Source: an optimization exercise on an open RTL-to-GDS flow (aim: small area). Production flows keep margins and buffers that such runs may drop. In this exercise RTL edits were held to simulation tests only and were not proved equivalent to the original. No driver is modelled on the clock port, so clocking that relies on it looks cheaper here than on a real chip. Power figures rest on the tool's default switching activity, not on a simulated workload.

**flow/flow/run.sh**
```bash
#!/bin/bash
set -euo pipefail
export BUFFER_PORTS_ARGS="-buffer_cell sky130_fd_sc_hd__buf_1"
export CTS_ARGS="-sink_clustering_enable -repair_clock_nets -dont_use_dummy_load -buf_list sky130_fd_sc_hd__clkbuf_4"
export SKIP_REPAIR_TIE_FANOUT=1
export POST_CTS_TCL="$(pwd)/flow/post_cts.tcl"
bash standard.sh > flow_make.log 2>&1
```
**flow/flow/post_cts.tcl**
```tcl
# After clock tree synthesis: the tree is built from clkbuf_4; give each
# clock buffer that drives more than 12 pins a clkbuf_8, so that every
# flip-flop clock pin sees a fast edge.  Then give the logic gates their
# smallest drive strength, let repair_design fix any slew or load the
# smaller cells cannot take, and legalize the placement again.
set upsized 0
foreach inst [get_cells *] {
  if {[get_property $inst ref_name] ne "sky130_fd_sc_hd__clkbuf_4"} { continue }
  set op [get_pins -of_objects $inst -filter "direction==output"]
  set loads [get_pins -of_objects [get_nets -of_objects $op] -filter "direction==input"]
  if {[llength $loads] > 12} {
    replace_cell $inst sky130_fd_sc_hd__clkbuf_8
    incr upsized
  }
}
puts "post_cts: upsized $upsized clock buffers"
report_design_area
set downsized 0
foreach inst [get_cells *] {
  set m [get_property $inst ref_name]
  if {[string match "*clk*" $m] || [string match "*__df*" $m] || [string match "*__edf*" $m]} { continue }
  if {[regexp {^(sky130_fd_sc_hd__[a-z0-9]+)_([0-9]+)$} $m -> base drive] && $drive > 1} {
    foreach d {1 0} {
      set lc [get_lib_cells -quiet "*/${base}_$d"]
      if {[llength $lc] > 0} {
        replace_cell $inst [get_full_name [lindex $lc 0]]
        incr downsized
        break
      }
    }
  }
}
puts "post_cts: downsized $downsized cells"
estimate_parasitics -placement
repair_design
report_design_area
repair_timing -recover_power 100
report_design_area
detailed_placement
check_placement -verbose
estimate_parasitics -placement
```
**flow/standard.sh**
```bash
#!/bin/bash
# synth_recipe.tcl (not shown) runs the flow's synth.tcl, then flattens the netlist and writes it again
# the make line also repeats each setting of config.mk as NAME=value (left out here)
make -C /OpenROAD-flow-scripts/flow DESIGN_CONFIG=/design/flow/config.mk WORK_HOME=/design/flow/orfs CLKGATE_MAP_FILE= SYNTH_SCRIPT=/design/flow/synth_recipe.tcl "${@:-finish}"
```
**flow/config.mk**
```make
export PLATFORM = sky130hd
export DESIGN_NAME = ref8_core
export DESIGN_NICKNAME = ref8_core
export VERILOG_FILES = /design/flow/design.v
export SDC_FILE = /design/flow/constraint.sdc
export NUM_CORES = 4
export LEC_CHECK = 0
export ABC_AREA = 1
export CAP_MARGIN = 20
export CORE_MARGIN = 2
export CORE_UTILIZATION = 60
export PLACE_DENSITY = 0.75
export SLEW_MARGIN = 20
```
**flow/constraint.sdc**
```tcl
create_clock -name core_clock -period 8.0 [get_ports {clk}]
set_input_delay 1.6000 -clock core_clock [delete_from_list [all_inputs] [get_ports {clk}]]
set_output_delay 1.6000 -clock core_clock [all_outputs]
set_load 0.01 [all_outputs]
```
**flow/design.v**
```verilog
module ref8_core (
    input  wire        clk,
    input  wire        rst,           
    input  wire        cmd_valid,
    input  wire        cmd_op,        
    output wire        cmd_ready,
    output wire        mem_req,
    output wire        mem_we,
    output wire [15:0] mem_addr,
    output wire [7:0]  mem_wdata,
    input  wire        mem_ready,
    input  wire [7:0]  mem_rdata,
    output wire [1:0]  phase,
    output wire        halted,
    output wire [1:0]  halt_cause,
    output wire [63:0] cycle_count,
    output wire [15:0] pc,
    output wire [15:0] sp,
    output wire [7:0]  flags,
    output wire [7:0]  r0,
    output wire [7:0]  r1,
    output wire [7:0]  r2,
    output wire [7:0]  r3
);
    localparam S_IDLE = 4'd0;
    localparam S_CLR  = 4'd1;     
    localparam S_FIN  = 4'd3;     
    localparam S_PCT  = 4'd4;     
    localparam S_TAB  = 4'd5;     
    localparam S_SPX  = 4'd6;     
    localparam S_RDF  = 4'd8;     
    localparam S_RDX  = 4'd9;     
    localparam S_WR   = 4'd10;    
    reg [4:0]  t;
    reg [31:0] ce, co;    
    reg [31:0] rl;
    reg [31:0] ps;
    reg [7:0]  bq;
    reg [15:0] ta;
    reg [7:0]  w;
    reg [7:0]  ir;
    reg        fc, fz, fv, fn;
    reg [1:0]  ph;
    reg [3:0]  st;
    reg [1:0]  n;
    reg        go, cap;
    reg        cy, c2, ccy;
    wire [4:0] f  = t;
    wire [2:0] k8 = t[2:0];
    assign cmd_ready   = (st == S_IDLE) && (t == 5'd0);
    assign mem_req     = (st == S_RDF) || (st == S_RDX) || (st == S_WR);
    assign mem_we      = (st == S_WR);
    assign mem_addr    = ta;
    assign mem_wdata   = w;
    assign phase       = ph;
    assign halted      = ph[1] & ph[0];
    assign halt_cause  = {halted & ~is_halt, halted & is_halt};
    genvar gi;
    generate
        for (gi = 0; gi < 32; gi = gi + 1) begin : g_cc
            assign cycle_count[2*gi]   = ce[gi];
            assign cycle_count[2*gi+1] = co[gi];
        end
    endgenerate
    assign pc          = ps[15:0];
    assign sp          = ps[31:16];
    assign flags       = {4'b0000, fn, fv, fz, fc};
    assign r3          = rl[7:0];
    assign r0          = rl[15:8];
    assign r1          = rl[23:16];
    assign r2          = rl[31:24];
    wire illegal = (ir[7:3] == 5'b00010 && (ir[2] || ir[1])) || (ir[7:2] == 6'b010111);
    wire len2 = (ir[7:3] == 5'b00001) || (ir == 8'h07) || (ir[7:5] == 3'b001) || (ir[7:2] == 6'b010100);
    wire len3 = (ir[7:1] == 7'b0001000) || (ir[7:3] == 5'b00011) || (ir[7:2] == 6'b010101) || (ir[7:2] == 6'b010110);
    wire len1 = !len2 && !len3;
    wire is_halt  = (ir == 8'h01);
    wire is_ret   = (ir == 8'h02);
    wire is_clsc  = (ir == 8'h03) || (ir == 8'h04);
    wire is_pushf = (ir == 8'h05);
    wire is_popf  = (ir == 8'h06);
    wire is_bra   = (ir == 8'h07);
    wire is_bcc   = (ir[7:3] == 5'b00001);
    wire is_jmp   = (ir == 8'h10);
    wire is_call  = (ir == 8'h11);
    wire is_ldx   = (ir[7:2] == 6'b000110);
    wire is_stx   = (ir[7:2] == 6'b000111);
    wire is_alui  = (ir[7:5] == 3'b001);
    wire is_mov   = (ir[7:4] == 4'b0100);
    wire is_ldi   = (ir[7:2] == 6'b010100);
    wire is_ld    = (ir[7:2] == 6'b010101);
    wire is_st    = (ir[7:2] == 6'b010110);
    wire is_unary = (ir[7:5] == 3'b011) && (ir[4:3] != 2'b11);
    wire is_push  = (ir[7:2] == 6'b011110);
    wire is_pop   = (ir[7:2] == 6'b011111);
    wire is_alur  = ir[7];
    wire is_br    = is_bra || is_bcc;
    wire is_alu   = is_alur || is_alui;
    wire use_tap  = is_alur || is_mov;
    wire use_b    = is_alui || is_ldi;
    wire use_w    = is_ld || is_ldx || is_pop;
    wire is_exe   = is_alu || is_unary || is_mov || is_ldi || use_w;
    wire is_store = is_st || is_stx;
    wire is_jr    = is_jmp || is_ret;
    wire sp_inc   = is_ret || is_pop || is_popf;
    wire is_stk   = sp_inc || is_push || is_pushf || is_call;
    wire is_mem   = is_stk || is_ld || is_ldx || is_store;
    wire [1:0] rd = use_tap ? ir[3:2] : ir[1:0];
    wire [1:0] rs = ir[1:0];
    wire rd_win = (f[4:3] == {rd[1] ^ rd[0], ~rd[0]});
    wire rs_win = (f[4:3] == {rs[1] ^ rs[0], ~rs[0]});
    reg cond;
    always @(*) begin
        case (ir[2:1])
            2'd0: cond = fz;
            2'd1: cond = fc;
            2'd2: cond = fn;
            default: cond = fv;
        endcase
    end
    wire taken = is_bra || (is_bcc && (cond ^ ir[0]));
    wire fend    = (f == 5'd31);
    wire fdone   = (n == 2'd1) ? len1 : (n == 2'd2) ? len2 : (n == 2'd3) && len3;    
    reg [3:0] nxt;
    always @(*) begin
        case (st)
            S_PCT:   nxt = !fdone ? S_RDF : is_mem ? S_TAB : S_FIN;
            S_TAB:   nxt = (is_ld || is_ldx) ? S_RDX : S_SPX;
            S_SPX:   nxt = sp_inc ? S_RDX : S_WR;
            S_RDF:   nxt = S_PCT;
            S_RDX:   nxt = (is_ret && n == 2'd3) ? S_SPX : S_FIN;
            S_WR:    nxt = (is_call && n == 2'd1) ? S_SPX : S_FIN;
            default: nxt = S_IDLE;
        endcase
    end
    wire a_pct = go && (st == S_PCT);
    wire a_tab = go && (st == S_TAB);
    wire a_spx = go && (st == S_SPX);
    wire a_fin = go && (st == S_FIN);
    wire a_clr = go && (st == S_CLR);
    wire fin_jr  = a_fin && is_jr;
    wire fin_br  = a_fin && is_br;
    wire sel_bw  = a_tab || fin_jr;
    wire win1    = (f[4:3] == 2'd1);
    wire on_pc  = !f[4] && (a_pct || (a_tab && is_call) || fin_jr || fin_br);
    wire on_sp  =  f[4] && a_spx && is_stk;
    wire on_t   = (!f[4] && (a_pct || a_tab)) || on_sp;
    wire x      = sel_bw ? (f[3] ? w[0] : bq[0]) : ps[0];
    wire y      = (a_spx && !sp_inc) ||
                  (a_tab && !f[3] && (is_ldx || is_stx) && rl[0]) ||
                  (fin_br && taken && (f[3] ? cy : bq[0]));
    wire cin    = (st == S_PCT) ? (n != 2'd0 && !illegal) : (st == S_SPX) && sp_inc;
    wire c2e    = (f[3:0] == 4'd0) ? cin : c2;
    wire sum    = x ^ y ^ c2e;
    wire c2n    = (x & y) | (x & c2e) | (y & c2e);
    wire a_exe  = a_fin && is_exe && rd_win;
    wire [1:0] sd = {rs[1] ^ ir[3] ^ (~rs[0] & ir[2]), rs[0] ^ ir[2]};
    wire tap    = (sd == 2'd0) ? rl[0] : (sd == 2'd1) ? rl[8] : (sd == 2'd2) ? rl[16] : rl[24];
    wire a      = rl[0];
    wire b      = use_tap ? tap : use_b ? bq[0] : w[0];
    wire [2:0] aop = ir[7] ? ir[6:4] : ir[4:2];
    wire [2:0] uop = ir[4:2];
    wire u_inc  = is_unary && (uop == 3'd0);
    wire u_dec  = is_unary && (uop == 3'd1);
    wire u_shl  = is_unary && (uop == 3'd2 || uop == 3'd4);
    wire u_shr  = is_unary && (uop == 3'd3 || uop == 3'd5);
    wire u_rot  = uop[2];
    wire arith  = (is_alu && (!aop[2] || aop == 3'd7)) || u_inc || u_dec;
    wire sub    = (is_alu && (aop == 3'd2 || aop == 3'd3 || aop == 3'd7)) || u_dec;
    wire bb     = (is_alu & b) ^ sub;
    wire cin0   = is_alu ? (aop == 3'd0 ? 1'b0 : aop == 3'd1 ? fc : aop == 3'd3 ? ~fc : 1'b1) : u_inc;
    wire cye    = (k8 == 3'd0) ? cin0 : cy;
    wire asum   = a ^ bb ^ cye;
    wire acout  = (a & bb) | (a & cye) | (bb & cye);
    reg res;
    always @(*) begin
        if (arith)                 res = asum;
        else if (u_shl)            res = (k8 == 3'd0) ? (u_rot & fc) : cy;
        else if (u_shr)            res = (k8 == 3'd7) ? (u_rot & fc) : rl[1];
        else if (!is_alu)          res = b;
        else if (aop == 3'd4)      res = a & b;
        else if (aop == 3'd5)      res = a | b;
        else                       res = a ^ b;
    end
    wire wr_rd  = !(is_alu && aop == 3'd7);
    wire fl_wr  = is_alu || is_unary;
    wire ccy_e = (t == 5'd0) ? (go && st == S_FIN) : ccy;
    wire b_ld = win1 && ((a_pct && n == 2'd2) || (a_spx && is_ret && n == 2'd3));
    wire w_sh = (win1 && (a_tab || fin_jr || b_ld || (a_spx && (is_pushf || (is_call && n == 2'd1))))) ||
                (a_fin && use_w && rd_win) ||
                (a_spx && (is_push || is_store) && rs_win);
    wire flagbit = !k8[2] && ((k8[1:0] == 2'd0) ? fc : (k8[1:0] == 2'd1) ? fz : (k8[1:0] == 2'd2) ? fv : fn);
    wire w_in = is_pushf ? flagbit : is_call ? (a_tab ? ps[0] : bq[0]) : rl[0];
    always @(posedge clk) begin
        t <= t + 5'd1;
        ce <= {a_clr ? 1'b0 : (ce[0] ^ ccy_e), ce[31:1]};
        co <= {a_clr ? 1'b0 : (co[0] ^ (ccy_e & ce[0])), co[31:1]};
        ccy <= ccy_e & ce[0] & co[0];
        rl <= {a_clr ? 1'b0 : (a_exe && wr_rd) ? res : rl[0], rl[31:1]};
        ps <= {a_clr ? 1'b0 : (on_pc || on_sp) ? sum : ps[0], ps[31:1]};
        if (sel_bw && f[4:3] == 2'd0)
            bq <= {ps[0], bq[7:1]};
        else if (b_ld)
            bq <= {w[0], bq[7:1]};
        else
            bq <= {bq[0], bq[7:1]};
        if (on_t)
            ta <= {(a_spx && sp_inc) ? x : sum, ta[15:1]};
        c2 <= c2n;
        if (cap) begin
            if (st == S_PCT && n == 2'd1) ir <= mem_rdata;
            else                          w  <= mem_rdata;
        end else if (w_sh)
            w <= {w_in, w[7:1]};
        if (a_exe) begin
            if (arith)      cy <= acout;
            else if (u_shl) cy <= a;
            else if (u_shr) cy <= (k8 == 3'd0) ? a : cy;
        end else if (k8 == 3'd7)
            cy <= bq[0];
        if (a_clr) begin
            {fn, fv, fz, fc} <= 4'd0;
        end else if (a_exe && fl_wr) begin
            fn <= res;
            fz <= ((k8 == 3'd0) | fz) & ~res;
            fv <= arith & (cye ^ acout);
            if (k8 == 3'd7) begin
                if (is_alu && arith) fc <= acout ^ sub;
                else if (u_shl)      fc <= a;
                else if (u_shr)      fc <= cy;
            end
        end else if (a_fin && is_popf) begin
            {fn, fv, fz, fc} <= w[3:0];
        end else if (a_fin && is_clsc) begin
            fc <= ir[2];
        end
        cap <= (st == S_RDF || st == S_RDX) && mem_ready;
        if (rst) begin
            st  <= S_CLR;
            go  <= 1'b0;
            ph  <= 2'd0;
        end else begin
            case (st)
                S_IDLE: begin
                    if (cmd_valid && t == 5'd0) begin
                        n  <= 2'd0;
                        go <= 1'b0;
                        if (cmd_op) begin
                            st <= S_CLR;
                            ph <= 2'd1;
                        end else if (ph == 2'd1 || ph == 2'd2) begin
                            st <= S_PCT;
                        end
                    end
                end
                S_RDF, S_RDX, S_WR: if (mem_ready) begin
                    st <= nxt;
                    go <= 1'b0;
                end
                default: begin
                    if (fend) begin
                        go <= 1'b1;
                        if (go) begin
                            st <= nxt;
                            if (st == S_PCT || st == S_SPX) n <= n + 2'd1;
                            if (st == S_FIN) begin
                                ph  <= (illegal || is_halt) ? 2'd3 : 2'd2;
                            end
                        end
                    end
                end
            endcase
        end
    end
endmodule
```
==> results.yml <==
run_status:
  outcome: "timing/DRC/antenna clean"
drt:
  drt-total-wl_um: 15460
  first_pass_iters: 5
  drt-initial-drc-count: 380
  drcViolationCount: 0
  drtAntennaViolNets: 0
  post_drt_wl_per_cell_um: 15.52
  via_per_inst: 5.256
  vias: 5235
worst_hold_path:
  worstHoldPathType: "register to register"
cts:
  clk_pin_slew_ns: 0.12
  tritoncts: "built"
  cts_num_sinks: 190
  clock_latency_ns: 0.45
final_layout:
  drive_gt1_share_pct: 1.986
  final_common_cell: "buf_1"
  design_area_sq_um: 7450
  area_delta_synth_final_pct: 12.40
  antenna_cells: 0
  final_nets: 893
  layout_common_cells: "buf_1, dfxtp_1, nand2_1, inv_1, nor2_1"
  instances_no_fill: 996
sta:
  timing.fmax_ghz: 0.2504
  post-route-period-util_pct: 49.92
  slew_viol_final: 0
  finalHoldViolations: 0
  period_needed_ns: 3.994
  rsz0062_at_grt: "false"
  tightest_slew_ns: 0.6860
  setup-tns-final_ns: 0
  finalSetupViolations: 0
  slew_headroom_pct: 54.10
  worst_clock_skew_ns: 0.03906
floorplanning:
  die_h_um: 109.1
  rows: 38
  fp.dieArea_sq_um: 11900
  start_util_pct: 61.41
  die_w_um: 109.1
  pin_count: 181
  core_sq_um: 10790
power:
  power_mw: 1.402
  ir_drop_uv: 206.2
  p_per_area_nw_per_um2: 188.2
  leakagePower_nw: 3.155
critical_path:
  path_max_fanout: 8
  worstSetupPathType: "register to output port"
  required_ns: 6.40
  arrival_ns: 2.39
  worst_setup_path_start_kind: "register"
  crit_path_end_kind: "output port"
grt:
  grt_pass1_wl_um: 24010
  antenna_found_initial: 0
  track_usage_pct: 26.67
  grt_pass1_vias: 4835
  grt-ovfl-total: 0
  grt_max_degree: 19
logic_synthesis:
  synth_edf_count: 35
  synth_nets: 710
  syn_inst: 675
  synth_mux_area_share_pct: 0
  seq_area_frac_synth_pct: 62.68
  avgSynthCellArea_sq_um: 9.819
  synth-compound-area-share_pct: 7.174
  synthXorXnorAreaFrac_pct: 0.7929
  synth_top_family_by_area: "simple AND/OR/NAND/NOR gates"
  synth.distinct_cells: 45
  ys_warn_count: 1
  synth_flop_cell: "dfxtp_1"
  async_flop_share_pct: 0
  synth_seq_cells: 190
  synth-adder-area-share_pct: 4.380
  synthSimpleGateAreaFrac_pct: 18.67
  synthesis.area_sq_um: 6628
placed_design:
  dpl.hpwl_um: 12160
  numPortBuffers: 176
  placed_area_sq_um: 7386
  gp_congestion: 0.9143
  dp_cells: 979
flow_run:
  drv_cap: 0
## routing by layer
| layer | global-route usage (%) | part of all wire (%) | up-vias |
|---|---|---|---|
| met4 | 8.700 | 1.8 | 0 |
| li1 | - | - | 2539 |
| met5 | 0 | 0 | - |
| met1 | 33.69 | 41 | 2395 |
| met2 | 43.88 | 47 | 271 |
| met3 | 7.950 | 10 | 30 |
## per-stage QoR
step                      util (%)  setup slack (ns)  hold slack (ns)
after floorplan                  -             5.087           0.3096
after global placement       68.43             4.782           0.3138
after detailed placement     68.43             4.792           0.3128
after global routing         69.02             3.807           0.2918
final                        69.02             4.006           0.2911
## critical path: stages, from the launching register on
cell and delay [ns]:
edfxtp_1 0.51, inv_1 0.26, nand3_1 0.19, nor2_1 0.35, inv_1 0.10, nor4_1 0.32, buf_1 0.22
## cells in the mapped netlist, drive strengths merged (2+ instances only)
cell       n  area (sq um)
o22ai      2         12.51
o21ai     36         187.7
clkinv     4         15.01
clkbuf     2         7.510
inv       83         314.1
a21oi     21         108.9
or2        5         31.28
nand3     47         267.8
nor3      11         55.05
nor2      56         240.2
o2111ai    2         17.52
buf       11         77.57
xor2       5         43.79
a221oi     2         17.52
nand4      7         58.81
ha        20         250.2
o31ai      3         22.52
a31oi      3         18.77
nand2    148         570.6
dfxtp    155          3103
fa         2         40.04
o211ai     6         45.04
a41oi      2         17.52
edfxtp    35          1051
## registers in the layout (all words and copies together), names as in the netlist
signal  count
n           2
fv          1
w           8
rl         32
cap         1
ps         32
fc          1
co         32
c2          1
bq          8
go          1
fn          1
t           5
ce         32
fz          1
ccy         1
ir          8
ta         16
ph          2
cy          1
st          4
## kinds of logic after synthesis
family          Yosys count
fa+ha+maj                22
simple gates            276
compound gates           80
xor+xnor                  6
other cells               1
buf+inv                 100
flops                   190
## area by class of cell
type	instances	area [sq um]
flip-flops and latches	190	4154
fillers	875	3343
clock buffers	17	177.7
inverters	87	326.6
repair buffers	177	664.4
multi-input cells	385	1952
well taps	140	175.2
## worst paths after layout
check	slack, ns	cells after the start	end	startpoint
max reg2reg	4.95	16	fc	ir[2]
min	0.29	0	bq[5]	bq[6]
max	4.01	6	halt_cause[0]	ir[7]
min reg2reg	0.29	0	bq[5]	bq[6]
## power by group
group	internal, mW	switching, mW
Sequential	0.974	0.00472
Combinational	0.00508	0.0108
Clock	0.142	0.265

-- port drivers added, routing unchanged --
The results above use ideal ports. As a check the final layout listed here was re-extracted and re-timed, cells and wires unchanged. Step 1 assumes that a clkbuf_16 drives the clock port and a buf_2 every other input. Step 2 times the ports against the registers' clock, not the clock port: input delays grow and output delays shrink by t, the midpoint of the rising clock arrivals with the driver on. Three values: ideal, step 1, step 2; two values: the first two.
t, ns: 0.465
setup slack, ns: 4.006 / 3.975 / 4.440
worst setup path at the end: register to output
After both steps setup and hold are still met in this run. For this run, drivers alone change the setup slack by -0.031 ns; drivers and shift together by +0.434 ns.
